Background: an optimization exercise with open tools, aiming at small area, a short achievable clock period and few clock cycles per item. Do not read the settings as production practice.
Where RTL was checked, it was by simulation tests only, not by an equivalence proof against the original.
Only the layout flow was run in run 1; the RTL was not checked for function there.
Power is estimated from default activity; no workload was simulated. The flow treats the clock pin as an ideal source, which a real chip does not have.

## flow/run.sh

```bash
#!/bin/bash
# synth_recipe.tcl (not shown) runs the flow's synth.tcl, then flattens the netlist and writes it again
# the make line also repeats each setting of config.mk as NAME=value (left out here)
make -C /OpenROAD-flow-scripts/flow DESIGN_CONFIG=/design/flow/config.mk WORK_HOME=/design/flow/orfs CLKGATE_MAP_FILE= SYNTH_SCRIPT=/design/flow/synth_recipe.tcl finish
```

## flow/config.mk

```make
export PLATFORM = sky130hd
export DESIGN_NAME = modbus_rx
export DESIGN_NICKNAME = modbus_rx
export VERILOG_FILES = /design/flow/design.v
export SDC_FILE = /design/flow/constraint.sdc
export NUM_CORES = 4
export LEC_CHECK = 0
export CAP_MARGIN = 20
export CORE_MARGIN = 2
export CORE_UTILIZATION = 40
export SLEW_MARGIN = 20
```

## flow/constraint.sdc

```tcl
create_clock -name core_clock -period 10.0 [get_ports {clk}]
set_input_delay 2.0000 -clock core_clock [delete_from_list [all_inputs] [get_ports {clk}]]
set_output_delay 2.0000 -clock core_clock [all_outputs]
set_load 0.01 [all_outputs]
```

## flow/design.v

```verilog
module modbus_rx (
    input  wire       clk,
    input  wire       rst,         
    input  wire       in_valid,
    output wire       in_ready,
    input  wire [7:0] in_data,
    output wire       out_valid,
    input  wire       out_ready,
    output wire [7:0] out_data,
    output wire       out_last
);
    localparam integer L  = 261;       
    localparam integer DA = L - 1;     
    localparam integer TA = DA - 1;    
    localparam integer J  = 8;         
    localparam integer Q  = 12;        
    localparam [1:0] T_OK  = 2'd0;
    localparam [1:0] T_FC  = 2'd1;
    localparam [1:0] T_CRC = 2'd2;
    localparam [8:0] LM1 = L - 1;
    localparam [8:0] LM2 = L - 2;
    reg  [8*L-1:0] ring;
    wire     [7:0] ring_in;
    always @(posedge clk)
        ring <= {ring[8*(L-1)-1:0], ring_in};
    localparam [2:0] P_F0 = 3'd0, P_F1 = 3'd1, P_BC = 3'd2, P_DT = 3'd3,
                     P_CL = 3'd4, P_CH = 3'd5;
    reg        in_rdy;
    reg  [8:0] lw;                 
    reg        lw0;                
    reg        lwl;                
    reg  [2:0] ext;                
    reg  [2:0] pst;                
    reg  [7:0] dc;                 
    reg [15:0] crc;
    reg  [7:0] crc_lo;
    reg        lo_mm;              
    reg        fc_ok;
    reg  [8:0] le;                 
    reg        le0, le1;           
    reg        win;                
    assign in_ready = in_rdy;
    wire acc    = in_valid & in_rdy;
    wire ext_wr = (ext != 3'd0) && lw0 && !le1;
    wire [7:0] ext_byte = (ext == 3'd4) ? crc_lo :
                          (ext == 3'd3) ? crc[15:8] :
                          (ext == 3'd2) ? crc[7:0] : 8'h00;
    assign ring_in = acc ? in_data : ext_wr ? ext_byte : ring[8*L-1 -: 8];
    reg [15:0] crc_next;
    integer i;
    always @* begin
        crc_next = ((pst == P_F0) ? 16'hFFFF : crc) ^ {8'h00, in_data};
        for (i = 0; i < 8; i = i + 1)
            crc_next = crc_next[0] ? ((crc_next >> 1) ^ 16'hA001) : (crc_next >> 1);
    end
    wire last_in  = acc && (pst == P_CH);
    wire crc_bad  = lo_mm || (in_data != crc[15:8]);
    wire ext_set  = last_in && crc_bad;
    wire [1:0] push_type = crc_bad ? T_CRC : (fc_ok ? T_OK : T_FC);
    reg  [1:0] q_mem [0:Q-1];
    reg  [3:0] q_wp, q_rp;
    reg  [3:0] q_cnt;
    reg        q_ne;               
    wire [1:0] q_head = q_mem[q_rp];
    localparam [2:0] E_H0 = 3'd0, E_J0 = 3'd1, E_J1 = 3'd2, E_J2 = 3'd3,
                     E_J3 = 3'd4, E_BD = 3'd5;
    reg  [2:0] est;
    reg  [1:0] etype;
    reg  [8:0] er;                 
    reg        eodd;
    reg  [7:0] ad;                 
    reg        b_emit, b_last, b_end, b_crcz;
    reg  [7:0] ta;
    integer k;
    always @* begin
        ta = ring[8*TA +: 8];
        for (k = 1; k < J; k = k + 1)
            if (le[2:0] == k) ta = ring[8*((TA + k) % L) +: 8];
    end
    wire e_ok  = (etype == T_OK);
    wire e_crc = (etype == T_CRC);
    reg       e_emit, e_last;
    reg [7:0] e_byte;
    always @* begin
        e_emit = 1'b0; e_last = 1'b0; e_byte = 8'h00;
        case (est)
            E_H0: begin e_emit = 1'b1; e_byte = {7'd0, q_head != T_OK}; end
            E_J0: begin e_emit = 1'b1;
                        e_byte = e_ok ? ta : e_crc ? 8'h03 : 8'h04; end
            E_J1: begin e_emit = 1'b1;
                        e_byte = e_ok ? ta : e_crc ? 8'h04 : 8'h00;
                        e_last = !e_ok && !e_crc; end
            E_J2: begin e_emit = e_ok; end
            E_J3: begin e_emit = e_ok; e_byte = {1'b0, ad[7:1]};
                        e_last = (ad[7:1] == 7'd0); end
            default: begin
                e_emit = b_emit;
                e_byte = e_ok ? ad : ta;
                e_last = b_last;
            end
        endcase
    end
    function [3:0] bflags(input [8:0] x, input ok, input crc, input odd);
        begin
            bflags[3] = ok ? (x > {8'd0, odd}) : crc ? (x <= 9'd4) : 1'b0;      
            bflags[2] = ok ? (odd ? (x == 9'd2) : (x == 9'd1)) : (x == 9'd1);   
            bflags[1] = (x == 9'd1);                                              
            bflags[0] = crc && (x <= 9'd4);                                       
        end
    endfunction
    wire [8:0] bc_ext = {1'b0, ad} + (e_crc ? 9'd4 : 9'd0);
    wire [8:0] er_dec = er - 9'd1;
    wire [3:0] bf_j3  = bflags(bc_ext, e_ok, e_crc, ad[0]);
    wire [3:0] bf_bd  = bflags(er_dec, e_ok, e_crc, eodd);
    reg       v0, l0;
    reg [7:0] d0;
    assign out_valid = v0;
    assign out_data  = d0;
    assign out_last  = l0;
    wire blk   = b_crcz && (est == E_BD) && (ext != 3'd0) && !q_ne;
    wire e_can = win && !blk && ((est != E_H0) || q_ne);
    wire load  = !v0 || out_ready;
    wire adv   = e_can && (!e_emit || load);
    wire q_pop = adv && (est == E_H0);
    wire q_push = last_in;
    wire       wr      = acc || ext_wr;
    wire       lw_keep = lw0 && wr;
    wire       lw0_n   = lw_keep || lwl;
    wire       ext0_n  = !ext_set && ((ext == 3'd0) || (ext == 3'd1 && ext_wr));
    wire       le1_n   = adv ? le1 : le0;
    wire [8:0] le_inc  = lwrap(le);
    wire       pst_ch_n = acc ? (pst == P_CL) : (pst == P_CH);
    wire       q_room_n = !pst_ch_n || (q_cnt != Q);
    function [8:0] lwrap(input [8:0] x);
        lwrap = (x == LM1) ? 9'd0 : x + 9'd1;
    endfunction
    always @(posedge clk) begin
        if (rst) begin
            in_rdy <= 1'b1;
            lw     <= 9'd0;
            lw0    <= 1'b1;
            lwl    <= 1'b0;
            ext    <= 3'd0;
            pst    <= P_F0;
            q_wp   <= 4'd0;
            q_rp   <= 4'd0;
            q_cnt  <= 4'd0;
            q_ne   <= 1'b0;
            est    <= E_H0;
            le     <= 9'd2;
            le0    <= 1'b0;
            le1    <= 1'b0;
            win    <= 1'b1;
            v0     <= 1'b0;
        end else begin
            in_rdy <= lw0_n && ext0_n && !le1_n && q_room_n;
            lw  <= lw_keep ? 9'd0 : lwrap(lw);
            lw0 <= lw0_n;
            lwl <= !lw_keep && (lw == LM2);
            ext <= ext_set ? 3'd4 : ext_wr ? ext - 3'd1 : ext;
            if (q_push) q_wp <= (q_wp == Q - 1) ? 4'd0 : q_wp + 4'd1;
            if (q_pop)  q_rp <= (q_rp == Q - 1) ? 4'd0 : q_rp + 4'd1;
            case ({q_push, q_pop})
                2'b10: begin q_cnt <= q_cnt + 4'd1; q_ne <= 1'b1; end
                2'b01: begin q_cnt <= q_cnt - 4'd1; q_ne <= (q_cnt != 4'd1); end
                default: ;
            endcase
            if (acc) begin
                case (pst)
                    P_F0: pst <= P_F1;
                    P_F1: pst <= P_BC;
                    P_BC: pst <= (in_data == 8'd0) ? P_CL : P_DT;
                    P_DT: if (dc == 8'd1) pst <= P_CL;
                    P_CL: pst <= P_CH;
                    default: pst <= P_F0;
                endcase
            end
            if (adv) begin
                case (est)
                    E_H0: est <= E_J0;
                    E_J0: est <= E_J1;
                    E_J1: est <= E_J2;
                    E_J2: est <= E_J3;
                    E_J3: est <= (bc_ext == 9'd0) ? E_H0 : E_BD;
                    default: if (b_end) est <= E_H0;
                endcase
            end else begin
                le  <= le_inc;
                le0 <= (le == LM1);
                le1 <= le0;
                win <= (le_inc < J);
            end
            if (load) v0 <= e_can && e_emit;
        end
        if (acc) begin
            if (pst != P_CL && pst != P_CH) crc <= crc_next;
            if (pst == P_F1) fc_ok <= (in_data == 8'h03) || (in_data == 8'h04);
            if (pst == P_BC) dc <= in_data;
            if (pst == P_DT) dc <= dc - 8'd1;
            if (pst == P_CL) begin
                crc_lo <= in_data;
                lo_mm  <= (in_data != crc[7:0]);
            end
        end
        if (q_push) q_mem[q_wp] <= push_type;
        if (adv) begin
            ad <= ta;
            if (est == E_H0) etype <= q_head;
            if (est == E_J3) begin
                er   <= bc_ext;
                eodd <= ad[0];
                {b_emit, b_last, b_end, b_crcz} <= bf_j3;
            end
            if (est == E_BD) begin
                er <= er_dec;
                {b_emit, b_last, b_end, b_crcz} <= bf_bd;
            end
        end
        if (load) begin
            d0 <= e_byte;
            l0 <= e_last;
        end
    end
endmodule
```

==> results of run 1 <==
[metal layers]
layer  up-vias  share of wire
met5         -              0
met4         0          0.029
met3       145          0.043
met2       293           0.39
met1      9484           0.54
li1      10200              -
[cell usage after synthesis, types with 3 or more instances]
| cell | count |
|---|---|
| a211oi_1 | 3 |
| a21boi_0 | 4 |
| a21oi_1 | 56 |
| a221o_1 | 3 |
| a22oi_1 | 8 |
| a2bb2oi_1 | 4 |
| a31oi_1 | 7 |
| and2_1 | 11 |
| and3_1 | 9 |
| buf_2 | 14 |
| clkbuf_1 | 44 |
| dfxtp_1 | 2139 |
| edfxtp_1 | 91 |
| ha_1 | 32 |
| inv_1 | 42 |
| mux2i_1 | 14 |
| nand2_1 | 92 |
| nand2b_1 | 15 |
| nand3_1 | 39 |
| nand4_1 | 6 |
| nand4b_1 | 3 |
| nor2_1 | 95 |
| nor2b_1 | 5 |
| nor3_1 | 21 |
| nor3b_1 | 4 |
| nor4_1 | 10 |
| nor4b_1 | 4 |
| o21a_1 | 4 |
| o21ai_0 | 68 |
| o221ai_1 | 11 |
| o22ai_1 | 15 |
| o31ai_1 | 6 |
| or2_2 | 13 |
| or3_1 | 11 |
| or3b_2 | 7 |
| or4_1 | 5 |
| xnor2_1 | 54 |
| xor2_1 | 28 |
[worst min-delay path by stage]
stage	startpoint	endpoint	slack, ns	cells after the start
after floorplan	ring[992]	ring[1000]	0.31	0
after global placement	ring[790]	ring[798]	0.31	0
after detailed placement	ring[998]	ring[1006]	0.31	0
after CTS	ring[228]	ring[236]	0.29	0
after global routing	ring[1847]	ring[1855]	0.30	0
final	ring[228]	ring[236]	0.29	0
[final cells by class]
type                            instances  share of cell area
Timing Repair Buffer                   27             0.00433
Clock inverter                         79              0.0206
Clock buffer                          272              0.0955
Multi-Input combinational cell        712              0.0763
Tap cell                             1650              0.0347
Sequential cell                      2230               0.766
Inverter                               43             0.00271
[power groups by stage]
| stage | Combinational, uW | Clock (uW) | Sequential, uW |
|---|---|---|---|
| after floorplan | 598 | 0 | 9790 |
| after global placement | 755 | 0 | 9930 |
| after detailed placement | 767 | 0 | 9920 |
| after CTS | 773 | 7930 | 9740 |
| after global routing | 863 | 8310 | 9780 |
| final | 770 | 7710 | 9730 |
[through the flow]
| stage | setup WS [ns] | area (um2) |
|---|---|---|
| floorplan | 5.91 | 50500 |
| global placement | 4.85 | 52600 |
| detailed placement | 4.74 | 52600 |
| CTS | 5.59 | 59500 |
| global route | 5.53 | 59500 |
| finish | 5.69 | 59500 |
[sequential cells by signal, indices dropped and copies added, names as in the netlist, 4 cells and up, named ones only]
name    flops
q_mem      24
er          9
crc_lo      8
q_rp        4
crc        16
d0          8
ring     2088
ad          8
lw          9
dc          8
q_wp        4
le          9
q_cnt       4
[critical path: cells and delay by family]
family	cells	cell delay, ns
AO/OA/AOI/OAI	1	0.21
XOR/XNOR	1	0.14
adder cells (fa/ha/maj)	1	0.28
buffers and inverters	2	0.67
AND/OR/NAND/NOR	4	1.64
[layout by cell type, fill, tap and decap left out, drive strengths merged, types with 10 or more instances in the layout]
master / netlist / final
ha: 32 / 32
a21oi: 56 / 56
nor2: 96 / 96
o22ai: 15 / 15
inv: 43 / 49
xor2: 28 / 28
nand3: 39 / 39
or3: 11 / 11
mux2i: 14 / 14
or2: 15 / 15
nor4: 10 / 10
nand2b: 15 / 15
nor3: 22 / 22
edfxtp: 91 / 91
and2: 13 / 13
clkdlybuf4s50: 0 / 22
clkbuf: 45 / 272
xnor2: 54 / 54
o221ai: 11 / 11
dfxtp: 2139 / 2139
o21ai: 69 / 69
nand2: 92 / 92
clkinv: 0 / 46
bufinv: 0 / 22
[cell families after synthesis]
family,Yosys count,share of synthesized area
DFF,2230,0.902
xor gates and xnor gates,84,0.0151
and+or+nand+nor,363,0.0358
buffers and inverters,107,0.00869
adders and majority gates,32,0.00792
AOI/OAI and AO/OA,217,0.0272
muxes,16,0.00366
==> results_dict.tcl, run 1 <==
set metrics [dict create \
    via_per_inst 4.02 \
    synthesis.area_um2 50500 \
    cellPowerDensity_nw_per_um2 306 \
    overflow 0 \
    synth-edff-count 91 \
    worst_slew_pin_slew_ns 0.871 \
    power.share.clock 0.423 \
    routed_wl_mm 62.7 \
    die_area_um2 129000 \
    routedWlPerCell_um 12.5 \
    netlist_instances 3049 \
    ys_seq_area_frac 0.902 \
    antenna_found_initial 0 \
    reg2reg_from "est[2]" \
    timing.fmax_mhz 232 \
    end_kind "flop" \
    ys_seq_elements 2230 \
    core_um2 126000 \
    post_cts_resized 0 \
    ys_warn_count 1 \
    r2r_cells 8 \
    combPwrFrac 0.042 \
    synth_area_per_cell_um2 16.6 \
    synth.top_cell.area_share 0.847 \
    grtUsageMet3 0.0284 \
    grt_max_degree 40 \
    use_met1 0.146 \
    initial_utilization 0.402 \
    rsz0062_at_grt "no" \
    area_growth_pct 17.7 \
    numPortBuffers 22 \
    final-setup-viol-count 0 \
    htree_num_levels 4 \
    cp_cell_sequence "clkdlybuf4s50_1, nand2b_1, nand4_1, inv_1, ha_1, or4b_2, a21oi_1, xnor2_1, nor2_1" \
    postLayoutCoreUtil 0.474 \
    die_w_um 359 \
    die_y_um 359 \
    drtIter0Drc 912 \
    synth_flop_cell "dfxtp_1" \
    cts_num_sinks 2230 \
    crit_required_ns 10.65 \
    grt_pass1_wl_mm 105 \
    hold_viol 0 \
    slowest_delay_ns 0.61 \
    switching_share 0.212 \
    cp-startpoint "out_ready" \
    drc 0 \
    rows 130 \
    busiest_layer "met1" \
    slew_violations 0 \
    power_leakage_uw 0.0234 \
    worstSetupPathType "input pin to flop" \
    reg2reg_to "er[7]" \
    arrival_ns 4.95 \
    hold_slack_ns 0.292 \
    place_hpwl_mm 32.2 \
    ant_nets 0 \
    timing.final.crit_share 0.431 \
    cp_slowest_cell "nand2b_1" \
    seqCellArea_um2 45600 \
    place_congestion 0.765 \
    async_flop_share 0 \
    relSlewSlack 0.416 \
    multi_input_area_um2 4540 \
    fin_skew_ns 0.0421 \
    cts-root-buf "clkbuf_16" \
    status "complete, no violations" \
    cts.reportedPaths.clkPinSlew_ns 0.06 \
    diodes 0 \
    ctsHoldBuffers 0 \
    io_pins 23 \
    hold_path.class "flop to flop" \
    clockBufferDepth 3 \
    nNetsFinal 3254 \
    post_cts_buffers 0 \
    vdd_drop_max_v 0.000195 \
    tns_ns 0 \
    p_sw_uw 3860 \
    drive_gt1_frac 0.106 \
    fin_crit_ns 4.31 \
    maxCapViolations 0 \
    place_inst 4662 \
    grt_util_met2 0.132 \
    final_cells 5013 \
    power.total_uw 18200 \
    cp-endpoint "q_cnt[3]" \
    grt_usage 0.0986 \
    seqPwrFrac 0.534 \
    grt_pass1_vias 20200 \
    ys_types 79 \
    fillers 10600 \
    vias 20100 \
    crit_fanout 12 \
    yosys.area.top_type "dfxtp_1" \
    synth_area_leaders "dfxtp_1, edfxtp_1, xnor2_1, ha_1, nor2_1" \
    r2r_setup_slack_ns 6.92 \
    dr.pass1.iters 4 \
    synth_nets 3093 \
    cts_tree "done" \
    critPathLaunchType "input pin" \
    clk_latency_ns 0.77 \
    numCtsBuffers 196 \
    p_int_uw 14400 \
]
==> run 2: changes to the inputs <==
--- a/flow/design.v
+++ b/flow/design.v
@@ -61,4 +61,4 @@
     reg  [3:0] q_wp, q_rp;
-    reg  [3:0] q_cnt;
     reg        q_ne;               
+    reg        q_full;             
     wire [1:0] q_head = q_mem[q_rp];
@@ -132,3 +132,5 @@
     wire       pst_ch_n = acc ? (pst == P_CL) : (pst == P_CH);
-    wire       q_room_n = !pst_ch_n || (q_cnt != Q);
+    wire       q_room_n = !pst_ch_n || !q_full;
+    wire [3:0] q_wp_inc = (q_wp == Q - 1) ? 4'd0 : q_wp + 4'd1;
+    wire [3:0] q_rp_inc = (q_rp == Q - 1) ? 4'd0 : q_rp + 4'd1;
     function [8:0] lwrap(input [8:0] x);
@@ -146,4 +148,4 @@
             q_rp   <= 4'd0;
-            q_cnt  <= 4'd0;
             q_ne   <= 1'b0;
+            q_full <= 1'b0;
             est    <= E_H0;
@@ -160,7 +162,7 @@
             ext <= ext_set ? 3'd4 : ext_wr ? ext - 3'd1 : ext;
-            if (q_push) q_wp <= (q_wp == Q - 1) ? 4'd0 : q_wp + 4'd1;
-            if (q_pop)  q_rp <= (q_rp == Q - 1) ? 4'd0 : q_rp + 4'd1;
+            if (q_push) q_wp <= q_wp_inc;
+            if (q_pop)  q_rp <= q_rp_inc;
             case ({q_push, q_pop})
-                2'b10: begin q_cnt <= q_cnt + 4'd1; q_ne <= 1'b1; end
-                2'b01: begin q_cnt <= q_cnt - 4'd1; q_ne <= (q_cnt != 4'd1); end
+                2'b10: begin q_ne <= 1'b1; q_full <= (q_wp_inc == q_rp); end
+                2'b01: begin q_ne <= (q_rp_inc != q_wp); q_full <= 1'b0; end
                 default: ;
==> flow/flow/run.sh (new file) <==
#!/bin/bash
set -euo pipefail
bash standard.sh finish SETUP_SLACK_MARGIN=6.9 > standard.log 2>&1
==> flow/standard.sh (new file) <==
#!/bin/bash
# synth_recipe.tcl (not shown) runs the flow's synth.tcl, then flattens the netlist and writes it again
# the make line also repeats each setting of config.mk as NAME=value (left out here)
make -C /OpenROAD-flow-scripts/flow DESIGN_CONFIG=/design/flow/config.mk WORK_HOME=/design/flow/orfs CLKGATE_MAP_FILE= SYNTH_SCRIPT=/design/flow/synth_recipe.tcl "${@:-finish}"
removed: flow/run.sh
==> run 2 against run 1 <==
Effect of this change:
- register-to-register slack improved by 0.24 ns
- die area decreased by 0.48%
- sequential share of layout area increased by 0.21 points
- clock power decreased by 4.2%
- hold slack improved by 0.0066 ns
- utilization decreased by 0.059 points
- synthesized cell count decreased by 2.3%
- flip-flop and latch count decreased by 3
- cell count decreased by 0.96%
- combinational power increased by 8.2%
- critical path type is now flop to output pin
- critical endpoint is now out_data[5]
- largest power group unchanged
==> results_dict.tcl, run 2 <==
set metrics [dict create \
    fin_ws_ns 6.63 \
    nNetsFinal 3199 \
    maxCapViolations 0 \
    hold_viol 0 \
    reg_top3 "ring x2088, q_mem x24, crc x16" \
    die_area_um2 129000 \
    synth_flop_cell "dfxtp_1" \
    worst_slew_pin_slew_ns 0.813 \
    routedWlPerCell_um 12.3 \
    cellPowerDensity_nw_per_um2 305 \
    synth_area_per_cell_um2 16.9 \
    area_growth_pct 17.8 \
    synthesis.area_um2 50300 \
    synth_nets 3018 \
    place_congestion 0.784 \
    fin_skew_ns 0.0290 \
    cp_cell_sequence "buf_2" \
    timing.final.crit_share 0.337 \
    cp_slowest_cell "edfxtp_1" \
    crit_required_ns 8.00 \
    crit_fanout 1 \
    path_buf_inv 1 \
    overflow 0 \
    ys_seq_elements 2227 \
    die_y_um 359 \
    crit_family "flip-flops" \
    synth.top_cell.area_share 0.850 \
    top_register "ring" \
    ys_seq_area_frac 0.905 \
    slowest_delay_ns 0.43 \
    routed_wl_mm 61.0 \
    final_cell_area_um2 59300 \
    cts_tree "done" \
    grt_usage 0.0971 \
    end_kind "output pin" \
    drtIter0Drc 1134 \
    core_um2 125000 \
    slew_violations 0 \
    die_w_um 359 \
    async_flop_share 0 \
    yosys.area.top_type "dfxtp_1" \
    synth_area_leaders "dfxtp_1, edfxtp_1, xnor2_1, ha_1, nor2_1" \
    ys_warn_count 1 \
    grt_max_degree 36 \
    tns_ns 0 \
    fin_crit_ns 3.37 \
    clk_latency_ns 0.77 \
    ant_nets 0 \
    critPathLaunchType "flop" \
    initial_utilization 0.401 \
    hold_path.class "flop to flop" \
    via_per_inst 4.03 \
    netlist_instances 2978 \
    placed_cell_area_um2 52500 \
    drive_gt1_frac 0.127 \
    numCtsBuffers 196 \
    cts-root-buf "clkbuf_16" \
    vdd_drop_max_v 0.000208 \
    drc 0 \
    ys_types 75 \
    synthTopCellsByCount "dfxtp_1, edfxtp_1, nor2_1" \
    grt_pass1_vias 19600 \
    final_cell_mix "dfxtp_1, clkbuf_16, edfxtp_1, nor2_1, nand2_1" \
    relSlewSlack 0.456 \
    antenna_found_initial 1 \
    ctsHoldBuffers 0 \
    final_common_cell "dfxtp_1" \
    io_pins 23 \
    synth-edff-count 91 \
    yosysMostFrequentCell "dfxtp_1" \
    numPortBuffers 22 \
    power.total_uw 18100 \
    grt_pass1_wl_mm 102 \
    dr.pass1.iters 6 \
    status "complete, no violations" \
    timing.fmax_mhz 296 \
    largest_register_ff_count 2088 \
    vias 20000 \
    final-setup-viol-count 0 \
    dpl_worst_slack_ns 5.54 \
    diodes 0 \
    cts.reportedPaths.clkPinSlew_ns 0.06 \
    rows 130 \
    cts_num_sinks 2227 \
    rsz0062_at_grt "yes" \
    arrival_ns 1.37 \
    power_leakage_uw 0.0233 \
    clockBufferDepth 3 \
    place_hpwl_mm 30.6 \
    htree_num_levels 4 \
    worstSetupPathType "flop to output pin" \
]
[run 2: final cells by class]
cell class	instances	area, um2
well taps	1650	2060
repair buffers	47	365
flip-flops and latches	2227	45500
clock buffers	282	5660
clock inverters	72	946
inverters	35	134
fillers	10600	66000
multi-input cells	652	4580
[run 2: routing by layer]
metal / GRT usage / share of wire / routed length [um]
met5: 0 / 0 / 0
met4: 0.0469 / 0.029 / 1790
met3: 0.0289 / 0.052 / 3160
met2: 0.127 / 0.39 / 23600
met1: 0.145 / 0.53 / 32500
[run 2: cells by family after synthesis]
group | count (synthesis) | share of synthesized area
fa+ha+maj | 28 | 0.00697
simple gates | 300 | 0.0306
buf+inv | 99 | 0.00804
compound gates | 215 | 0.0279
flops | 2227 | 0.905
xor+xnor | 92 | 0.0167
mux | 17 | 0.00498
[run 2: what timing repair did]
item,in CTS,in global routing
cloned,0,0
setup buffers,7,12
setup endpoints to repair,133,54
pin swaps,3,0
resized for setup,75,19
[run 2: power by group]
part           leakage, uW  switching [uW]  internal, uW
Clock              0.00323            3110          4280
Combinational      0.00181             503           330
Sequential          0.0182             274          9580
Total               0.0233            3890         14200
[run 2: per-stage QoR]
step | util | cells | hold WS (ns)
global route | 0.473 | 4965 | 0.299
floorplan | - | 2978 | 0.310
global placement | 0.419 | 4592 | 0.310
CTS | 0.472 | 4953 | 0.286
finish | 0.473 | 4965 | 0.299
detailed placement | 0.419 | 4592 | 0.312
[run 2: path summary, 6_finish.rpt]
path	start	to	slack, ns	cells past startpoint
max	d0[5]	out_data[5]	6.63	1
min	ring[2050]	ring[2058]	0.30	0
max reg2reg	etype[0]	b_emit	7.16	9
min reg2reg	ring[2050]	ring[2058]	0.30	0
Testbench counts of run 2, summed over its fixed seeds: cycles 26,816, frames 320.
==> run 3: changes to the inputs <==
==> flow/flow/run.sh (replaced) <==
#!/bin/bash
# Own layout flow: the standard ORFS flow (standard.sh), with
#  - clock tree synthesis with larger sink clusters and no dummy loads.
# The SDC, the clock period and every other setting are left as they are.
set -euo pipefail
export CTS_ARGS="-sink_clustering_enable -repair_clock_nets -sink_clustering_size 30 -sink_clustering_max_diameter 80 -dont_use_dummy_load"
bash standard.sh finish SETUP_SLACK_MARGIN=6.9 > standard.log 2>&1
==> run 3 against run 2 <==
Effect of this change:
- clock skew grew 0.059 ns
- flip-flop and latch count stayed put
- synthesized cell count did not move
- clock power down 47%
- sequential share of layout area rose by 6.1 points
- hold slack got worse by 0.066 ns
- via count is 4.9% lower
- wire length shrank 5.0%
- global-route usage down 0.63 points
- die area stayed put
- critical path depth unchanged
==> results_dict.tcl, run 3 <==
set metrics [dict create \
    place_inst 4592 \
    largest_register_ff_count 2088 \
    synth_nets 3018 \
    slew_violations 0 \
    routed_wl_mm 58.0 \
    drive_gt1_frac 0.0653 \
    tns_ns 0 \
    cp_slowest_cell "edfxtp_1" \
    status "complete, no violations" \
    initial_utilization 0.401 \
    io_pins 23 \
    hold_viol 0 \
    numPortBuffers 22 \
    place_congestion 0.784 \
    synth_area_per_cell_um2 16.9 \
    clockBufferDepth 3 \
    synthMuxAreaShare 0.00498 \
    synthTopCellsByCount "dfxtp_1, edfxtp_1, nor2_1" \
    die_w_um 359 \
    timing.fmax_mhz 306 \
    final_cells 4699 \
    end_kind "output pin" \
    async_flop_share 0 \
    ys_warn_count 1 \
    synth-simple-area-share 0.0306 \
    grt_pass1_wl_mm 95.9 \
    synth_flop_cell "dfxtp_1" \
    seqCellArea_um2 45500 \
    rows 130 \
    yosysMostFrequentCell "dfxtp_1" \
    core_um2 125000 \
    diodes 0 \
    cts-root-buf "clkbuf_16" \
    yosys.area_share.adder 0.00697 \
    hold_path.class "flop to flop" \
    die_area_um2 129000 \
    clk_latency_ns 0.68 \
    cellPowerDensity_nw_per_um2 267 \
    area_growth_pct 9.11 \
    grt_max_degree 36 \
    relSlewSlack 0.460 \
    grt_pass1_vias 18100 \
    cts.reportedPaths.clkPinSlew_ns 0.10 \
    ys_seq_elements 2227 \
    multi_input_area_um2 4580 \
    reg_top3 "ring x2088, q_mem x24, crc x16" \
    via_per_inst 4.05 \
    overflow 0 \
    final-setup-viol-count 0 \
    top_register "ring" \
    cts_num_sinks 2227 \
    worstSetupPathType "flop to output pin" \
    arrival_ns 1.27 \
    die_y_um 359 \
    synth_area_leaders "dfxtp_1, edfxtp_1, xnor2_1, ha_1, nor2_1" \
    crit_family "flip-flops" \
    crit_required_ns 8.00 \
    final_common_cell "dfxtp_1" \
    ys_seq_area_frac 0.905 \
    synth-edff-count 91 \
    netlist_instances 2978 \
    htree_num_levels 3 \
    cp_cell_sequence "buf_2" \
    worst_slew_pin_slew_ns 0.807 \
    slowest_delay_ns 0.44 \
    yosys.area.top_type "dfxtp_1" \
    antenna_found_initial 2 \
    ys_types 75 \
    synth_top_family_by_area "simple AND/OR/NAND/NOR gates" \
    critPathLaunchType "flop" \
    timing.final.crit_share 0.327 \
    final_cell_mix "dfxtp_1, edfxtp_1, clkbuf_16, nor2_1, nand2_1" \
    synth_compound_area_frac 0.0279 \
    dr.pass1.iters 5 \
    place_hpwl_mm 30.6 \
    fin_crit_ns 3.27 \
    grt_usage 0.0908 \
    synthesis.area_um2 50300 \
    crit_fanout 1 \
    path_buf_inv 1 \
    numCtsBuffers 88 \
    fillers 11000 \
    routedWlPerCell_um 12.3 \
    synth.top_cell.area_share 0.850 \
    nNetsFinal 3091 \
    synthXorXnorAreaFrac 0.0167 \
    fin_skew_ns 0.0881 \
    vdd_drop_max_v 0.000177 \
    power_leakage_uw 0.0211 \
    cts_tree "done" \
    drc 0 \
    maxCapViolations 0 \
    ctsHoldBuffers 0 \
    rsz0062_at_grt "yes" \
    drtIter0Drc 1094 \
    ant_nets 0 \
    vias 19000 \
]
[run 3: cell counts after synthesis]
No cell type changed its count.
[run 3: final cells by class]
| type | instances | share of cell area |
|---|---|---|
| Inverter | 35 | 0.00244 |
| Timing Repair Buffer | 47 | 0.00691 |
| Sequential cell | 2227 | 0.829 |
| Tap cell | 1650 | 0.0376 |
| Clock buffer | 88 | 0.0401 |
| Multi-Input combinational cell | 652 | 0.0836 |
[run 3: power by group]
part           switching [uW]  internal, uW  total [uW]
Combinational             503           339         841
Clock                    2370          1590        3950
Sequential                271          9570        9840
Total                    3140         11500       14600
[run 3: what timing repair did]
action                     in CTS  in global routing
resized for setup              88                 18
gates cloned                    0                  0
setup endpoints to repair     169                 32
buffers inserted               10                  9
pin swaps                       4                  0
[run 3: final timing paths]
kind              startpoint          end  slack, ns  cells after the start
hold / removal    ring[1831]   ring[1839]       0.23                      0
setup / recovery       d0[5]  out_data[5]       6.73                      1
hold reg to reg   ring[1831]   ring[1839]       0.23                      0
setup reg to reg    etype[0]       b_emit       7.12                      9
[run 3: layer usage]
layer,vias up,track usage,part of all wire,wire length (um)
met3,121,0.0191,0.045,2620
met1,9006,0.142,0.55,32100
met2,248,0.121,0.37,21700
met5,-,0,0.00022,13
li1,9668,-,-,-
met4,2,0.0346,0.027,1590
[run 3: stage by stage]
| step | area (um2) | power (uW) | util | hold WS (ns) | setup slack [ns] |
|---|---|---|---|---|---|
| floorplan | 50500 | 10600 | - | 0.310 | 6.54 |
| global placement | 52500 | 10900 | 0.419 | 0.310 | 5.56 |
| detailed placement | 52500 | 10900 | 0.419 | 0.312 | 5.54 |
| CTS | 54800 | 14800 | 0.437 | 0.228 | 6.65 |
| global route | 54900 | 15300 | 0.438 | 0.225 | 6.65 |
| finish | 54900 | 14600 | 0.438 | 0.233 | 6.73 |
[run 3: cell families (layout without fill, tap and decap cells)]
kind of cell | after synthesis | count (layout)
flip-flops | 2227 | 2227
adder cells (fa/ha/maj) | 28 | 28
multiplexers | 17 | 17
AO/OA/AOI/OAI | 215 | 215
AND/OR/NAND/NOR | 300 | 300
XOR/XNOR | 92 | 92
buffers and inverters | 99 | 170
==> run 4: changes to the inputs <==
--- a/flow/design.v
+++ b/flow/design.v
@@ -35,3 +35,2 @@
     reg [15:0] crc;
-    reg  [7:0] crc_lo;
     reg        lo_mm;              
@@ -44,5 +43,3 @@
     wire ext_wr = (ext != 3'd0) && lw0 && !le1;
-    wire [7:0] ext_byte = (ext == 3'd4) ? crc_lo :
-                          (ext == 3'd3) ? crc[15:8] :
-                          (ext == 3'd2) ? crc[7:0] : 8'h00;
+    wire [7:0] ext_byte = ext[0] ? crc[7:0] : crc[15:8];    
     assign ring_in = acc ? in_data : ext_wr ? ext_byte : ring[8*L-1 -: 8];
@@ -71,3 +68,3 @@
     reg  [7:0] ad;                 
-    reg        b_emit, b_last, b_end, b_crcz;
+    reg        b_emit, b_last, b_end, b_crcz, b_rhi;
     reg  [7:0] ta;
@@ -97,3 +94,3 @@
                 e_emit = b_emit;
-                e_byte = e_ok ? ad : ta;
+                e_byte = b_rhi ? ta : ad;
                 e_last = b_last;
@@ -102,8 +99,9 @@
     end
-    function [3:0] bflags(input [8:0] x, input ok, input crc, input odd);
+    function [4:0] bflags(input [8:0] x, input ok, input crc, input odd);
         begin
-            bflags[3] = ok ? (x > {8'd0, odd}) : crc ? (x <= 9'd4) : 1'b0;      
-            bflags[2] = ok ? (odd ? (x == 9'd2) : (x == 9'd1)) : (x == 9'd1);   
-            bflags[1] = (x == 9'd1);                                              
-            bflags[0] = crc && (x <= 9'd4);                                       
+            bflags[4] = ok ? (x > {8'd0, odd}) : crc ? (x <= 9'd4) : 1'b0;      
+            bflags[3] = ok ? (odd ? (x == 9'd2) : (x == 9'd1)) : (x == 9'd1);   
+            bflags[2] = (x == 9'd1);                                              
+            bflags[1] = crc && (x <= 9'd5);                                       
+            bflags[0] = crc && (x == 9'd4);                                       
         end
@@ -112,4 +110,4 @@
     wire [8:0] er_dec = er - 9'd1;
-    wire [3:0] bf_j3  = bflags(bc_ext, e_ok, e_crc, ad[0]);
-    wire [3:0] bf_bd  = bflags(er_dec, e_ok, e_crc, eodd);
+    wire [4:0] bf_j3  = bflags(bc_ext, e_ok, e_crc, ad[0]);
+    wire [4:0] bf_bd  = bflags(er_dec, e_ok, e_crc, eodd);
     reg       v0, l0;
@@ -124,3 +122,4 @@
     wire q_pop = adv && (est == E_H0);
-    wire q_push = last_in;
+    reg        q_push;             
+    reg  [1:0] q_type;
     wire       wr      = acc || ext_wr;
@@ -150,2 +149,3 @@
             q_full <= 1'b0;
+            q_push <= 1'b0;
             est    <= E_H0;
@@ -158,2 +158,3 @@
             in_rdy <= lw0_n && ext0_n && !le1_n && q_room_n;
+            q_push <= last_in;
             lw  <= lw_keep ? 9'd0 : lwrap(lw);
@@ -201,10 +202,8 @@
             if (pst == P_DT) dc <= dc - 8'd1;
-            if (pst == P_CL) begin
-                crc_lo <= in_data;
-                lo_mm  <= (in_data != crc[7:0]);
-            end
-        end
-        if (q_push) q_mem[q_wp] <= push_type;
+            if (pst == P_CL) lo_mm <= (in_data != crc[7:0]);
+        end
+        q_type <= push_type;
+        if (q_push) q_mem[q_wp] <= q_type;
         if (adv) begin
-            ad <= ta;
+            if (!(est == E_BD && b_rhi)) ad <= ta;
             if (est == E_H0) etype <= q_head;
@@ -213,3 +212,3 @@
                 eodd <= ad[0];
-                {b_emit, b_last, b_end, b_crcz} <= bf_j3;
+                {b_emit, b_last, b_end, b_crcz, b_rhi} <= bf_j3;
             end
@@ -217,6 +216,9 @@
                 er <= er_dec;
-                {b_emit, b_last, b_end, b_crcz} <= bf_bd;
-            end
-        end
-        if (load) begin
+                {b_emit, b_last, b_end, b_crcz, b_rhi} <= bf_bd;
+            end
+        end
+        if (rst) begin
+            d0 <= 8'h00;
+            l0 <= 1'b0;
+        end else if (load) begin
             d0 <= e_byte;
--- a/flow/flow/run.sh
+++ b/flow/flow/run.sh
@@ -5,3 +5,3 @@
 set -euo pipefail
-export CTS_ARGS="-sink_clustering_enable -repair_clock_nets -sink_clustering_size 30 -sink_clustering_max_diameter 80 -dont_use_dummy_load"
+export CTS_ARGS="-sink_clustering_enable -repair_clock_nets -sink_clustering_size 20 -sink_clustering_max_diameter 60 -buf_list sky130_fd_sc_hd__clkbuf_8 -dont_use_dummy_load"
 bash standard.sh finish SETUP_SLACK_MARGIN=6.9 > standard.log 2>&1
==> run 4 against run 3 <==
Effect of this change:
- still clean
- hold slack improved by 0.034 ns
- global-route usage rose by 0.50 points
- setup slack got worse by 0.014 ns
- synthesized cell count rose by 1.6%
- register-to-register slack improved by 0.03 ns
- die area fell by 0.10%
- non-clock buffer count fell by 3
- sequential power barely moved
- fmax fell by 0.44%
- utilization fell by 0.14 points
- clock skew fell by 0.018 ns
- via count rose by 0.75%
==> results_dict.tcl, run 4 <==
set metrics [dict create \
    slowest_delay_ns 0.41 \
    grt_pass1_wl_mm 100 \
    overflow 0 \
    place_hpwl_mm 31.3 \
    cts_num_sinks 2223 \
    power_leakage_uw 0.0211 \
    r2r_setup_slack_ns 7.15 \
    synth_flop_cell "dfxtp_1" \
    ant_nets 0 \
    area_growth_pct 8.73 \
    numCtsBuffers 142 \
    antenna_found_initial 4 \
    die_w_um 358 \
    clockBufferDepth 3 \
    grt_usage 0.0958 \
    hold_end "ring[489]" \
    drtIter0Drc 1149 \
    synth.top_cell.area_share 0.856 \
    hold_viol 0 \
    timing.final.crit_share 0.329 \
    async_flop_share 0 \
    final_cell_mix "dfxtp_1, clkbuf_8, nor2_1, o21ai_0, nand2_1" \
    status "complete, no violations" \
    ys_seq_elements 2223 \
    die_y_um 358 \
    hold_start "ring[481]" \
    clk_latency_ns 0.78 \
    numPortBuffers 22 \
    fin_crit_ns 3.29 \
    routedWlPerCell_um 12.4 \
    maxCapViolations 0 \
    drc 0 \
    synthTopCellsByCount "dfxtp_1, nor2_1, o21ai_0" \
    crit_family "flip-flops" \
    cts.reportedPaths.clkPinSlew_ns 0.10 \
    synth-edff-count 75 \
    worstSetupPathType "flop to output pin" \
    ys_seq_area_frac 0.901 \
    reg2reg_to "d0[5]" \
    reg2reg_from "le[1]" \
    arrival_ns 1.29 \
    core_um2 125000 \
    netlist_instances 3026 \
    reg_top3 "ring x2088, q_mem x24, crc x16" \
    initial_utilization 0.402 \
    crit_required_ns 8.00 \
    yosysMostFrequentCell "dfxtp_1" \
    synth_area_per_cell_um2 16.6 \
    r2r_cells 8 \
    cts_tree "done" \
    dr.pass1.iters 5 \
    crit_fanout 2 \
    ys_warn_count 1 \
    rsz0062_at_grt "yes" \
    via_per_inst 4.00 \
    synth_nets 3064 \
    fin_skew_ns 0.0704 \
    vdd_drop_max_v 0.000132 \
    io_pins 23 \
    grtUsageMet3 0.0263 \
    postLayoutCoreUtil 0.437 \
    synthesis.area_um2 50200 \
    grt_max_degree 47 \
    timing.fmax_mhz 304 \
    cp_cell_sequence "buf_6" \
    use_met1 0.147 \
    grt_util_met2 0.125 \
    cellPowerDensity_nw_per_um2 270 \
    htree_num_levels 4 \
    die_area_um2 128000 \
    min_delay_path_depth 0 \
    tns_ns 0 \
    relSlewSlack 0.418 \
    synth_area_leaders "dfxtp_1, edfxtp_1, xnor2_1, o21ai_0, nor2_1" \
    top_register "ring" \
    rows 130 \
    critPathLaunchType "flop" \
    vias 19200 \
    largest_register_ff_count 2088 \
    final-setup-viol-count 0 \
    path_buf_inv 1 \
    drive_gt1_frac 0.0756 \
    slew_violations 0 \
    worst_slew_pin_slew_ns 0.872 \
    ys_types 69 \
    cp_slowest_cell "dfxtp_4" \
    busiest_layer "met1" \
    grt_pass1_vias 19200 \
    place_congestion 0.774 \
    cts-root-buf "clkbuf_8" \
    yosys.area.top_type "dfxtp_1" \
    end_kind "output pin" \
    routed_wl_mm 59.3 \
    hold_path.class "flop to flop" \
    nNetsFinal 3189 \
    ctsHoldBuffers 0 \
    final_common_cell "dfxtp_1" \
]
## run 4: cell count changes in the layout (fill, tap and decap cells not counted), sizes merged, moves of 6 or more
cell | before | now
a2111oi | 0 | 6
a221oi | 10 | 2
a22oi | 7 | 1
buf | 41 | 34
clkbuf | 89 | 148
dfxtp | 2136 | 2148
edfxtp | 91 | 75
mux2i | 7 | 19
nand2 | 63 | 78
nand3 | 18 | 32
nor2 | 90 | 97
o21ai | 56 | 83
o22ai | 13 | 3
## run 4: cell families after synthesis
family | Yosys count | synth area share
buffers and inverters | 99 | 0.00812
xor gates and xnor gates | 89 | 0.0161
muxes | 25 | 0.00648
and+or+nand+nor | 347 | 0.0350
adders and majority gates | 26 | 0.00648
AOI/OAI and AO/OA | 217 | 0.0269
DFF | 2223 | 0.901
## run 4: worst max-delay path by stage
| stage | startpoint | end | cells past startpoint | slack [ns] |
|---|---|---|---|---|
| after global placement | out_ready | q_full | 8 | 5.58 |
| final | d0[2] | out_data[2] | 1 | 6.71 |
| after CTS | d0[2] | out_data[2] | 1 | 6.59 |
| after floorplan | out_ready | q_full | 8 | 6.33 |
| after global routing | d0[2] | out_data[2] | 1 | 6.59 |
| after detailed placement | out_ready | q_full | 8 | 5.52 |
## run 4: metal layers
| metal | vias to the layer above | wire, um | share of wire |
|---|---|---|---|
| met4 | 0 | 1760 | 0.030 |
| met3 | 135 | 2490 | 0.042 |
| met5 | - | 0 | 0 |
| li1 | 9873 | - | - |
| met2 | 262 | 22000 | 0.37 |
| met1 | 8917 | 33100 | 0.56 |
## run 4: area by class of cell
type                       count  area, um2
fill                       10800      70500
sequential                  2223      45300
multi-input combinational    705       4770
tap                         1650       2060
clock buffer                 142       1950
timing repair buffer          44        400
inverter                      35        131
antenna                        1       2.50
## run 4: where the power goes
group	internal [uW]	switching, uW
logic	444	582
clock network	1280	2370
registers	9750	327
total	11500	3280
## run 4: through the flow
stage	hold WS, ns	power, uW	instances	instance area [um2]	worst slack (ns)
after CTS	0.264	14900	4795	54600	6.59
after global placement	0.310	11200	4639	52400	5.58
final	0.267	14800	4800	54600	6.71
after floorplan	0.310	10900	3026	50500	6.33
after global routing	0.265	15500	4800	54600	6.59
after detailed placement	0.312	11200	4639	52400	5.52
## run 4: what timing repair did
action | in CTS | in global routing
gates resized for setup | 103 | 20
gates cloned | 1 | 0
setup buffers | 13 | 4
pin swaps | 4 | 5
endpoints found under the setup margin | 63 | 39
Testbench counts of run 4, summed over its fixed seeds: cycles 26,816, frames 320.
==> run 5: changes to the inputs <==
==> flow/flow/run.sh (replaced) <==
#!/bin/bash
# Own layout flow: the standard ORFS flow (standard.sh), with
#  - clock tree synthesis with larger sink clusters and no dummy loads.
# The SDC, the clock period and every other setting are left as they are.
set -euo pipefail
export CTS_ARGS="-sink_clustering_enable -repair_clock_nets -sink_clustering_size 36 -sink_clustering_max_diameter 70 -dont_use_dummy_load"
bash standard.sh finish SETUP_SLACK_MARGIN=6.9 > standard.log 2>&1
==> run 5 against run 4 <==
Effect of this change:
- hold slack improved by 0.011 ns
- wire length fell by 1.2%
- clock skew fell by 0.023 ns
==> results_dict.tcl, run 5 <==
set metrics [dict create \
    hold_viol 0 \
    hold_start "ring[1012]" \
    antenna_found_initial 3 \
    path_buf_inv 1 \
    drc 0 \
    r2r_cells 10 \
    routedWlPerCell_um 12.3 \
    overflow 0 \
    power.share.clock 0.269 \
    ys_seq_elements 2223 \
    crit_fanout 2 \
    ys_warn_count 1 \
    slowest_delay_ns 0.40 \
    reg_top3 "ring x2088, q_mem x24, crc x16" \
    nNetsFinal 3139 \
    r2r_setup_slack_ns 7.16 \
    final-setup-viol-count 0 \
    maxCapViolations 0 \
    grt_pass1_wl_mm 99.3 \
    hold_end "ring[1020]" \
    reg2reg_from "ext[0]" \
    top_register "ring" \
    p_sw_uw 3290 \
    cellPowerDensity_nw_per_um2 276 \
    final_common_cell "dfxtp_1" \
    cts_num_sinks 2223 \
    diodes 0 \
    relSlewSlack 0.449 \
    synth-edff-count 75 \
    netlist_instances 3026 \
    slew_violations 0 \
    crit_required_ns 8.00 \
    worst_slew_pin_slew_ns 0.823 \
    critPathLaunchType "flop" \
    rsz0062_at_grt "yes" \
    area_growth_pct 9.51 \
    numCtsBuffers 94 \
    synth_nets 3064 \
    io_pins 23 \
    cts_tree "done" \
    status "complete, no violations" \
    core_um2 125000 \
    timing.fmax_mhz 315 \
    tns_ns 0 \
    grt_max_degree 47 \
    power.total_uw 15200 \
    via_per_inst 4.00 \
    seqPwrFrac 0.665 \
    synth_area_leaders "dfxtp_1, edfxtp_1, xnor2_1, o21ai_0, nor2_1" \
    numPortBuffers 22 \
    ctsHoldBuffers 0 \
    synth.top_cell.area_share 0.856 \
    hold_slack_ns 0.278 \
    clockBufferDepth 3 \
    final_cell_mix "dfxtp_1, clkbuf_16, nor2_1, o21ai_0, nand2_1" \
    power_leakage_uw 0.0212 \
    seqCellArea_um2 45300 \
    rows 130 \
    ys_types 69 \
    grt_usage 0.0941 \
    vias 19000 \
    die_area_um2 128000 \
    die_w_um 358 \
    place_hpwl_mm 31.3 \
    fin_crit_ns 3.17 \
    cts.reportedPaths.clkPinSlew_ns 0.09 \
    synthTopCellsByCount "dfxtp_1, nor2_1, o21ai_0" \
    end_kind "output pin" \
    yosys.area.top_type "dfxtp_1" \
    hold_path.class "flop to flop" \
    drive_gt1_frac 0.0626 \
    htree_num_levels 3 \
    cts-root-buf "clkbuf_16" \
    multi_input_area_um2 4790 \
    largest_register_ff_count 2088 \
    yosysMostFrequentCell "dfxtp_1" \
    ant_nets 0 \
    grt_pass1_vias 18800 \
    clk_latency_ns 0.67 \
    ys_seq_area_frac 0.901 \
    p_int_uw 11900 \
    combPwrFrac 0.067 \
    switching_share 0.217 \
    initial_utilization 0.402 \
    async_flop_share 0 \
    min_delay_path_depth 0 \
    die_y_um 358 \
    worstSetupPathType "flop to output pin" \
    place_congestion 0.774 \
    synthesis.area_um2 50200 \
    cp_slowest_cell "dfxtp_4" \
    synth_area_per_cell_um2 16.6 \
    fin_skew_ns 0.0477 \
    drtIter0Drc 1167 \
    timing.final.crit_share 0.317 \
    fillers 10800 \
    synth_flop_cell "dfxtp_1" \
    vdd_drop_max_v 0.000137 \
    arrival_ns 1.17 \
    dr.pass1.iters 5 \
    reg2reg_to "q_full" \
    crit_family "flip-flops" \
    routed_wl_mm 58.6 \
    cp_cell_sequence "buf_6" \
]
run 5: cell types whose count changed in the layout (fill, tap and decap cells not counted), sizes merged:
cell	change
clkdlybuf4s15	+3
clkinvlp	+1
dlygate4sd2	-2
diode	-1
dlymetal6s2s	-1
buf	+3
clkbuf	-53
clkinv	-1
run 5: cells by family (layout without fill, tap and decap cells):
group | count (synthesis) | count (layout) | synth area share
muxes | 25 | 25 | 0.00648
xor gates and xnor gates | 89 | 89 | 0.0161
adders and majority gates | 26 | 26 | 0.00648
buffers and inverters | 99 | 171 | 0.00812
AOI/OAI and AO/OA | 217 | 217 | 0.0269
DFF | 2223 | 2223 | 0.901
and+or+nand+nor | 347 | 348 | 0.0350
run 5: metal layers:
metal | up-vias | global-route usage | part of all wire
li1 | 9802 | - | -
met1 | 8874 | 0.147 | 0.56
met2 | 216 | 0.126 | 0.37
met3 | 113 | 0.0198 | 0.038
met4 | 0 | 0.0362 | 0.026
met5 | - | 0 | 0
run 5: repair_timing:
action	CTS	global route
pin swaps	6	5
setup endpoints to repair	78	84
setup buffers	9	6
gates resized for setup	118	24
gates cloned	1	0
run 5: power by group through the flow:
| stage | Sequential, uW | Combinational (uW) | Clock (uW) |
|---|---|---|---|
| CTS | 10100 | 985 | 4270 |
| finish | 10100 | 1010 | 4070 |
| global route | 10200 | 1140 | 4570 |
| global placement | 10300 | 914 | 0 |
| detailed placement | 10300 | 926 | 0 |
| floorplan | 10100 | 762 | 0 |
run 5: final cells by class:
cell class	count	area share
clock buffer	94	0.0428
inverter	35	0.00246
multi-input combinational	705	0.0870
sequential	2223	0.823
tap	1650	0.0375
timing repair buffer	42	0.00685
run 5: per-stage QoR:
stage | util | worst slack, ns | area [um2] | cells
after floorplan | - | 6.33 | 50500 | 3026
after global placement | 0.419 | 5.58 | 52400 | 4639
after detailed placement | 0.419 | 5.52 | 52400 | 4639
after CTS | 0.439 | 6.73 | 54900 | 4743
after global routing | 0.440 | 6.75 | 55000 | 4749
final | 0.440 | 6.83 | 55000 | 4749
run 5: worst max-delay path by stage:
stage / from / endpoint / slack (ns) / cells after the start
4_1_cts: v0 / out_valid / 6.73 / 1
3_5_place_dp: out_ready / q_full / 5.52 / 8
3_3_place_gp: out_ready / q_full / 5.58 / 8
5_1_grt: d0[2] / out_data[2] / 6.75 / 1
2_1_floorplan: out_ready / q_full / 6.33 / 8
6_report: d0[2] / out_data[2] / 6.83 / 1
==> run 6: changes to the inputs <==
--- a/flow/flow/run.sh
+++ b/flow/flow/run.sh
@@ -5,3 +5,3 @@
 set -euo pipefail
-export CTS_ARGS="-sink_clustering_enable -repair_clock_nets -sink_clustering_size 36 -sink_clustering_max_diameter 70 -dont_use_dummy_load"
+export CTS_ARGS="-sink_clustering_enable -repair_clock_nets -sink_clustering_size 30 -sink_clustering_max_diameter 80 -dont_use_dummy_load"
 bash standard.sh finish SETUP_SLACK_MARGIN=6.9 > standard.log 2>&1
==> run 6 against run 5 <==
Effect of this change:
- clock skew grew 0.029 ns
- global-route usage is essentially flat
- combinational power is essentially flat
- critical endpoint is now out_data[4]
- total power shrank 0.41%
- still clean on timing, DRC and antenna
==> results_dict.tcl, run 6 <==
set metrics [dict create \
    ys_warn_count 1 \
    drtIter0Drc 1110 \
    largest_register_ff_count 2088 \
    ys_types 69 \
    reg2reg_from "etype[0]" \
    io_pins 23 \
    drc 0 \
    hold_path.class "flop to flop" \
    relSlewSlack 0.449 \
    min_delay_path_depth 0 \
    netlist_instances 3026 \
    slew_violations 0 \
    grt_pass1_wl_mm 99.2 \
    cellPowerDensity_nw_per_um2 275 \
    r2r_setup_slack_ns 7.11 \
    synth_area_per_cell_um2 16.6 \
    core_um2 125000 \
    hold_viol 0 \
    dr.pass1.iters 5 \
    ys_seq_elements 2223 \
    arrival_ns 1.16 \
    worst_slew_pin_slew_ns 0.823 \
    fin_ws_ns 6.84 \
    placed_cell_area_um2 52400 \
    dpl_worst_slack_ns 5.52 \
    synth_flop_cell "dfxtp_1" \
    crit_required_ns 8.00 \
    synth_area_leaders "dfxtp_1, edfxtp_1, xnor2_1, o21ai_0, nor2_1" \
    diodes 0 \
    vdd_drop_max_v 0.000138 \
    fin_skew_ns 0.0764 \
    ys_seq_area_frac 0.901 \
    reg_top3 "ring x2088, q_mem x24, crc x16" \
    p_int_uw 11800 \
    final-setup-viol-count 0 \
    place_congestion 0.774 \
    routed_wl_mm 58.7 \
    critPathLaunchType "flop" \
    status "complete, no violations" \
    cp_cell_sequence "buf_6" \
    maxCapViolations 0 \
    tns_ns 0 \
    die_w_um 358 \
    overflow 0 \
    async_flop_share 0 \
    slowest_delay_ns 0.37 \
    seqPwrFrac 0.667 \
    end_kind "output pin" \
    synthTopCellsByCount "dfxtp_1, nor2_1, o21ai_0" \
    hold_start "ring[497]" \
    clk_latency_ns 0.66 \
    grt_pass1_vias 18600 \
    antenna_found_initial 3 \
    final_cell_mix "dfxtp_1, nor2_1, clkbuf_16, o21ai_0, nand2_1" \
    timing.final.crit_share 0.316 \
    hold_slack_ns 0.272 \
    die_area_um2 128000 \
    combPwrFrac 0.067 \
    cts_tree "done" \
    r2r_cells 10 \
    reg2reg_to "b_last" \
    synth_compound_area_frac 0.0269 \
    yosysMostFrequentCell "dfxtp_1" \
    nNetsFinal 3136 \
    routedWlPerCell_um 12.4 \
    final_common_cell "dfxtp_1" \
    rsz0062_at_grt "yes" \
    yosys.area_share.adder 0.00648 \
    worstSetupPathType "flop to output pin" \
    hold_end "ring[505]" \
    grt_max_degree 47 \
    top_register "ring" \
    area_growth_pct 9.28 \
    cts_num_sinks 2223 \
    cp.depth 1 \
    path_buf_inv 1 \
    place_hpwl_mm 31.3 \
    synthMuxAreaShare 0.00648 \
    postLayoutCoreUtil 0.439 \
    synthesis.area_um2 50200 \
    crit_family "flip-flops" \
    synth-edff-count 75 \
    die_y_um 358 \
    initial_utilization 0.402 \
    final_cell_area_um2 54900 \
    power_leakage_uw 0.0212 \
    grt_usage 0.0938 \
    synth.top_cell.area_share 0.856 \
    clockBufferDepth 3 \
    numCtsBuffers 91 \
    htree_num_levels 3 \
    switching_share 0.217 \
    drive_gt1_frac 0.0604 \
    synth-simple-area-share 0.0350 \
    cts-root-buf "clkbuf_16" \
    synth_top_family_by_area "simple AND/OR/NAND/NOR gates" \
    fin_crit_ns 3.16 \
    synthXorXnorAreaFrac 0.0161 \
    via_per_inst 4.00 \
    vias 19000 \
    synth_nets 3064 \
    timing.fmax_mhz 316 \
    ant_nets 0 \
    rows 130 \
    ctsHoldBuffers 0 \
    cts.reportedPaths.clkPinSlew_ns 0.11 \
    crit_fanout 2 \
    yosys.area.top_type "dfxtp_1" \
    cp_slowest_cell "dfxtp_4" \
    power.share.clock 0.266 \
    p_sw_uw 3280 \
    numPortBuffers 22 \
]
[run 6: worst max-delay path by stage]
stage	startpoint	end	slack [ns]
finish	d0[4]	out_data[4]	6.84
global route	d0[1]	out_data[1]	6.77
CTS	l0	out_last	6.76
detailed placement	out_ready	q_full	5.52
global placement	out_ready	q_full	5.58
floorplan	out_ready	q_full	6.33
[run 6: stage by stage]
step / cells / power (uW)
after floorplan: 3026 / 10900
after global placement: 4639 / 11200
after detailed placement: 4639 / 11200
after CTS: 4739 / 15300
after global routing: 4746 / 15800
final: 4746 / 15100
[run 6: what timing repair did]
action,in CTS,in global routing
gates cloned,1,0
setup buffers,8,7
endpoints found under the setup margin,80,50
endpoints found under the hold margin,0,0
gates resized for setup,123,18
pin swaps,6,8
[run 6: kinds of logic (layout without fill, tap and decap cells)]
kind of cell / after synthesis / after routing
DFF: 2223 / 2223
and+or+nand+nor: 347 / 348
AOI/OAI and AO/OA: 217 / 217
buffers and inverters: 99 / 168
xor gates and xnor gates: 89 / 89
adders and majority gates: 26 / 26
muxes: 25 / 25
[run 6: worst reg2reg max path, delay by kind of cell (launching register included)]
kind	cells	cell delay, ns
buffers and inverters	2	0.32
flip-flops	1	0.54
AO/OA/AOI/OAI	3	0.70
adder cells (fa/ha/maj)	2	0.46
AND/OR/NAND/NOR	3	0.58
[run 6: layout make-up]
type,count,area [um2]
Multi-Input combinational cell,705,4770
Clock buffer,91,2280
Sequential cell,2223,45300
Fill cell,10800,70200
Tap cell,1650,2060
Timing Repair Buffer,42,358
Inverter,35,131
[run 6: per-layer routing]
layer | wire [um] | up-vias | track usage
li1 | - | 9794 | -
met1 | 32900 | 8869 | 0.148
met2 | 21800 | 229 | 0.124
met3 | 2430 | 114 | 0.0209
met4 | 1470 | 0 | 0.0317
met5 | 0 | - | 0
[run 6: power by group through the flow]
| stage | logic, uW | clock network, uW | registers (uW) |
|---|---|---|---|
| 5_1_grt | 1140 | 4520 | 10200 |
| 6_report | 1010 | 4020 | 10100 |
| 2_1_floorplan | 762 | 0 | 10100 |
| 3_3_place_gp | 914 | 0 | 10300 |
| 3_5_place_dp | 926 | 0 | 10300 |
| 4_1_cts | 981 | 4200 | 10100 |
==> run 7: changes to the inputs <==
--- a/flow/design.v
+++ b/flow/design.v
@@ -14,4 +14,4 @@
     localparam integer TA = DA - 1;    
-    localparam integer J  = 8;         
-    localparam integer Q  = 12;        
+    localparam integer J  = 16;        
+    localparam integer Q  = 10;        
     localparam [1:0] T_OK  = 2'd0;
@@ -74,3 +74,3 @@
         for (k = 1; k < J; k = k + 1)
-            if (le[2:0] == k) ta = ring[8*((TA + k) % L) +: 8];
+            if (le[3:0] == k) ta = ring[8*((TA + k) % L) +: 8];
     end
@@ -109,5 +109,6 @@
     wire [8:0] bc_ext = {1'b0, ad} + (e_crc ? 9'd4 : 9'd0);
-    wire [8:0] er_dec = er - 9'd1;
-    wire [4:0] bf_j3  = bflags(bc_ext, e_ok, e_crc, ad[0]);
-    wire [4:0] bf_bd  = bflags(er_dec, e_ok, e_crc, eodd);
+    wire       at_j3  = (est == E_J3);
+    wire [8:0] er_n   = at_j3 ? bc_ext : er - 9'd1;
+    wire       odd_n  = at_j3 ? ad[0] : eodd;
+    wire [4:0] bf_n   = bflags(er_n, e_ok, e_crc, odd_n);
     reg       v0, l0;
@@ -209,10 +210,6 @@
             if (est == E_H0) etype <= q_head;
-            if (est == E_J3) begin
-                er   <= bc_ext;
-                eodd <= ad[0];
-                {b_emit, b_last, b_end, b_crcz, b_rhi} <= bf_j3;
-            end
-            if (est == E_BD) begin
-                er <= er_dec;
-                {b_emit, b_last, b_end, b_crcz, b_rhi} <= bf_bd;
+            if (at_j3 || est == E_BD) begin
+                er   <= er_n;
+                eodd <= odd_n;
+                {b_emit, b_last, b_end, b_crcz, b_rhi} <= bf_n;
             end
==> run 7 against run 6 <==
Effect of this change:
- synthesized cell count grew 4.7%
- fmax shrank 1.8%
- cell area grew 0.89%
- die area grew 1.3%
- via count grew 7.6%
- combinational power grew about 30%
- global-route usage grew 0.58 points
- sequential share of layout area shrank 0.96 points
- clock power shrank 3%
==> results_dict.tcl, run 7 <==
set metrics [dict create \
    slew_violations 0 \
    final_cell_mix "dfxtp_1, nor2_1, nand2_1, o21ai_0, clkbuf_16" \
    arrival_ns 1.22 \
    final_common_cell "dfxtp_1" \
    cp_slowest_cell "dfxtp_4" \
    synthTopCellsByCount "dfxtp_1, nor2_1, nand2_1" \
    numCtsBuffers 85 \
    cts_tree "done" \
    die_w_um 361 \
    vdd_drop_max_v 0.000170 \
    yosysMostFrequentCell "dfxtp_1" \
    hold_viol 0 \
    dr.pass1.iters 5 \
    hold_path.class "flop to flop" \
    die_y_um 361 \
    fin_skew_ns 0.0519 \
    worst_slew_pin_slew_ns 0.887 \
    status "complete, no violations" \
    via_per_inst 4.20 \
    numPortBuffers 22 \
    nNetsFinal 3244 \
    dpl_worst_slack_ns 5.50 \
    cellPowerDensity_nw_per_um2 277 \
    synthesis.area_um2 50900 \
    ys_types 83 \
    fin_crit_ns 3.22 \
    cts.reportedPaths.clkPinSlew_ns 0.12 \
    met1_length_mm 35.2 \
    top_register "ring" \
    routedWlPerCell_um 13.4 \
    core_um2 126000 \
    netlist_instances 3169 \
    grt_usage 0.0996 \
    ys_seq_area_frac 0.887 \
    die_area_um2 130000 \
    grt_max_degree 47 \
    drive_gt1_frac 0.0600 \
    power_leakage_uw 0.0212 \
    ys_warn_count 1 \
    rsz0062_at_grt "yes" \
    clockBufferDepth 3 \
    grt_pass1_vias 19600 \
    relSlewSlack 0.408 \
    synth_area_leaders "dfxtp_1, edfxtp_1, o21ai_0, xnor2_1, nor2_1" \
    routed_wl_mm 65.1 \
    drc 0 \
    slowest_delay_ns 0.43 \
    final_cells 4865 \
    synth.top_cell.area_share 0.845 \
    yosys.area.top_type "dfxtp_1" \
    grt_pass1_wl_mm 105 \
    final_cell_area_um2 55400 \
    timing.final.crit_share 0.322 \
    cts_num_sinks 2219 \
    place_hpwl_mm 37.4 \
    maxCapViolations 0 \
    cp_cell_sequence "buf_6" \
    crit_fanout 2 \
    place_congestion 0.790 \
    synth-edff-count 71 \
    async_flop_share 0 \
    vias 20500 \
    htree_num_levels 3 \
    end_kind "output pin" \
    overflow 0 \
    rows 130 \
    wl_met3_mm 3.81 \
    timing.fmax_mhz 311 \
    ys_seq_elements 2219 \
    path_buf_inv 1 \
    final-setup-viol-count 0 \
    antenna_found_initial 3 \
    synth_nets 3197 \
    placed_cell_area_um2 53100 \
    fin_ws_ns 6.78 \
    routed.top_layer "met5" \
    initial_utilization 0.404 \
    hold_slack_ns 0.280 \
    io_pins 23 \
    wl_met2_mm 24.5 \
    synth_area_per_cell_um2 16.1 \
    clk_latency_ns 0.67 \
    drtIter0Drc 1442 \
    crit_family "flip-flops" \
    tns_ns 0 \
    area_growth_pct 8.84 \
    cts-root-buf "clkbuf_16" \
    ant_nets 0 \
    worstSetupPathType "flop to output pin" \
    synth_flop_cell "dfxtp_1" \
    ctsHoldBuffers 0 \
    place_inst 4768 \
    crit_required_ns 8.00 \
    critPathLaunchType "flop" \
    largest_register_ff_count 2088 \
    reg_top3 "ring x2088, q_mem x20, crc x16" \
]
run 7: layout make-up:
type | count | area, um2
fillers | 11200 | 70500
flip-flops and latches | 2219 | 45200
multi-input cells | 828 | 5500
clock buffers | 85 | 2130
well taps | 1650 | 2060
repair buffers | 43 | 379
inverters | 39 | 146
diodes | 1 | 2.50
run 7: power by group:
part	switching, uW	total [uW]	internal [uW]
sequential	400	10100	9730
combinational	764	1310	549
clock	2360	3900	1540
total	3530	15300	11800
run 7: through the flow:
step            util  power [uW]
6_report       0.440       15300
5_1_grt        0.440       16000
4_1_cts        0.440       15500
3_5_place_dp   0.422       11600
3_3_place_gp   0.422       11600
2_1_floorplan      -       11100
run 7: timing repair:
item / in CTS / in global routing
buffers inserted: 9 / 2
hold endpoints to repair: 0 / 0
setup endpoints to repair: 61 / 21
resized for setup: 106 / 16
pin swaps: 3 / 5
run 7: path summary, 6_finish.rpt:
check | startpoint | end | slack [ns] | depth (start not counted)
max reg2reg | le[0] | d0[0] | 7.01 | 9
min | ring[839] | ring[847] | 0.28 | 0
min reg2reg | ring[839] | ring[847] | 0.28 | 0
max | d0[2] | out_data[2] | 6.78 | 1
run 7: worst reg2reg max path, cell delays in order (launching register included):
cell	delay (ns)
dfxtp_1	0.44
inv_1	0.14
ha_1	0.22
buf_4	0.23
nand2b_1	0.32
o41ai_1	0.54
nor2_1	0.13
o311ai_4	0.41
o2bb2a_1	0.27
a211oi_1	0.21
run 7: kinds of logic (layout without fill, tap and decap cells):
kind of cell	count (synthesis)	in the layout	share of synthesized area
flip-flops	2219	2219	0.887
AND/OR/NAND/NOR	389	389	0.0388
AO/OA/AOI/OAI	323	323	0.0416
buffers and inverters	122	167	0.00949
XOR/XNOR	84	84	0.0150
adder cells (fa/ha/maj)	16	16	0.00393
multiplexers	16	16	0.00413
other	0	1	0
run 7: routing by layer:
| layer | track usage | vias up |
|---|---|---|
| met5 | 0 | - |
| met4 | 0.0322 | 4 |
| met3 | 0.0306 | 123 |
| met2 | 0.133 | 294 |
| met1 | 0.152 | 9695 |
| li1 | - | 10300 |
Testbench counts of run 7, summed over its fixed seeds: cycles 26,816, frames 320.

## what the ideal ports hide
Ports are ideal in the flow. The routed layouts listed here were re-timed in OpenROAD. Step 1 sets driving cells, clkbuf_16 on the clock port and buf_2 on the other inputs (assumed; they add their load-dependent delay and slew). Step 2, shift: input delay + t, output delay - t, t = (earliest + latest rising clock arrival at the registers) / 2. This alone moves slack from input paths to output paths. a / b / c = ideal ports / drivers / drivers and shift; a / b = the first two.
run | t (ns) | setup WS [ns] | latest minus earliest clock arrival (ns)
run 1 | 0.821 | 5.692 / 5.736 / 4.916 | 0.047 / 0.047
run 2 | 0.819 | 6.626 / 6.563 / 6.138 | 0.031 / 0.032
run 3 | 0.694 | 6.728 / 6.665 / 6.288 | 0.091 / 0.091
run 4 | 0.832 | 6.713 / 6.652 / 6.058 | 0.116 / 0.116
run 5 | 0.717 | 6.828 / 6.766 / 6.219 | 0.087 / 0.087
run 6 | 0.697 | 6.840 / 6.777 / 6.186 | 0.103 / 0.102
run 7 | 0.728 | 6.781 / 6.711 / 6.250 | 0.079 / 0.080
After both steps setup and hold are still met in every run listed. For run 1, which loses most, drivers alone change the setup slack by +0.044 ns; drivers and shift together by -0.776 ns.
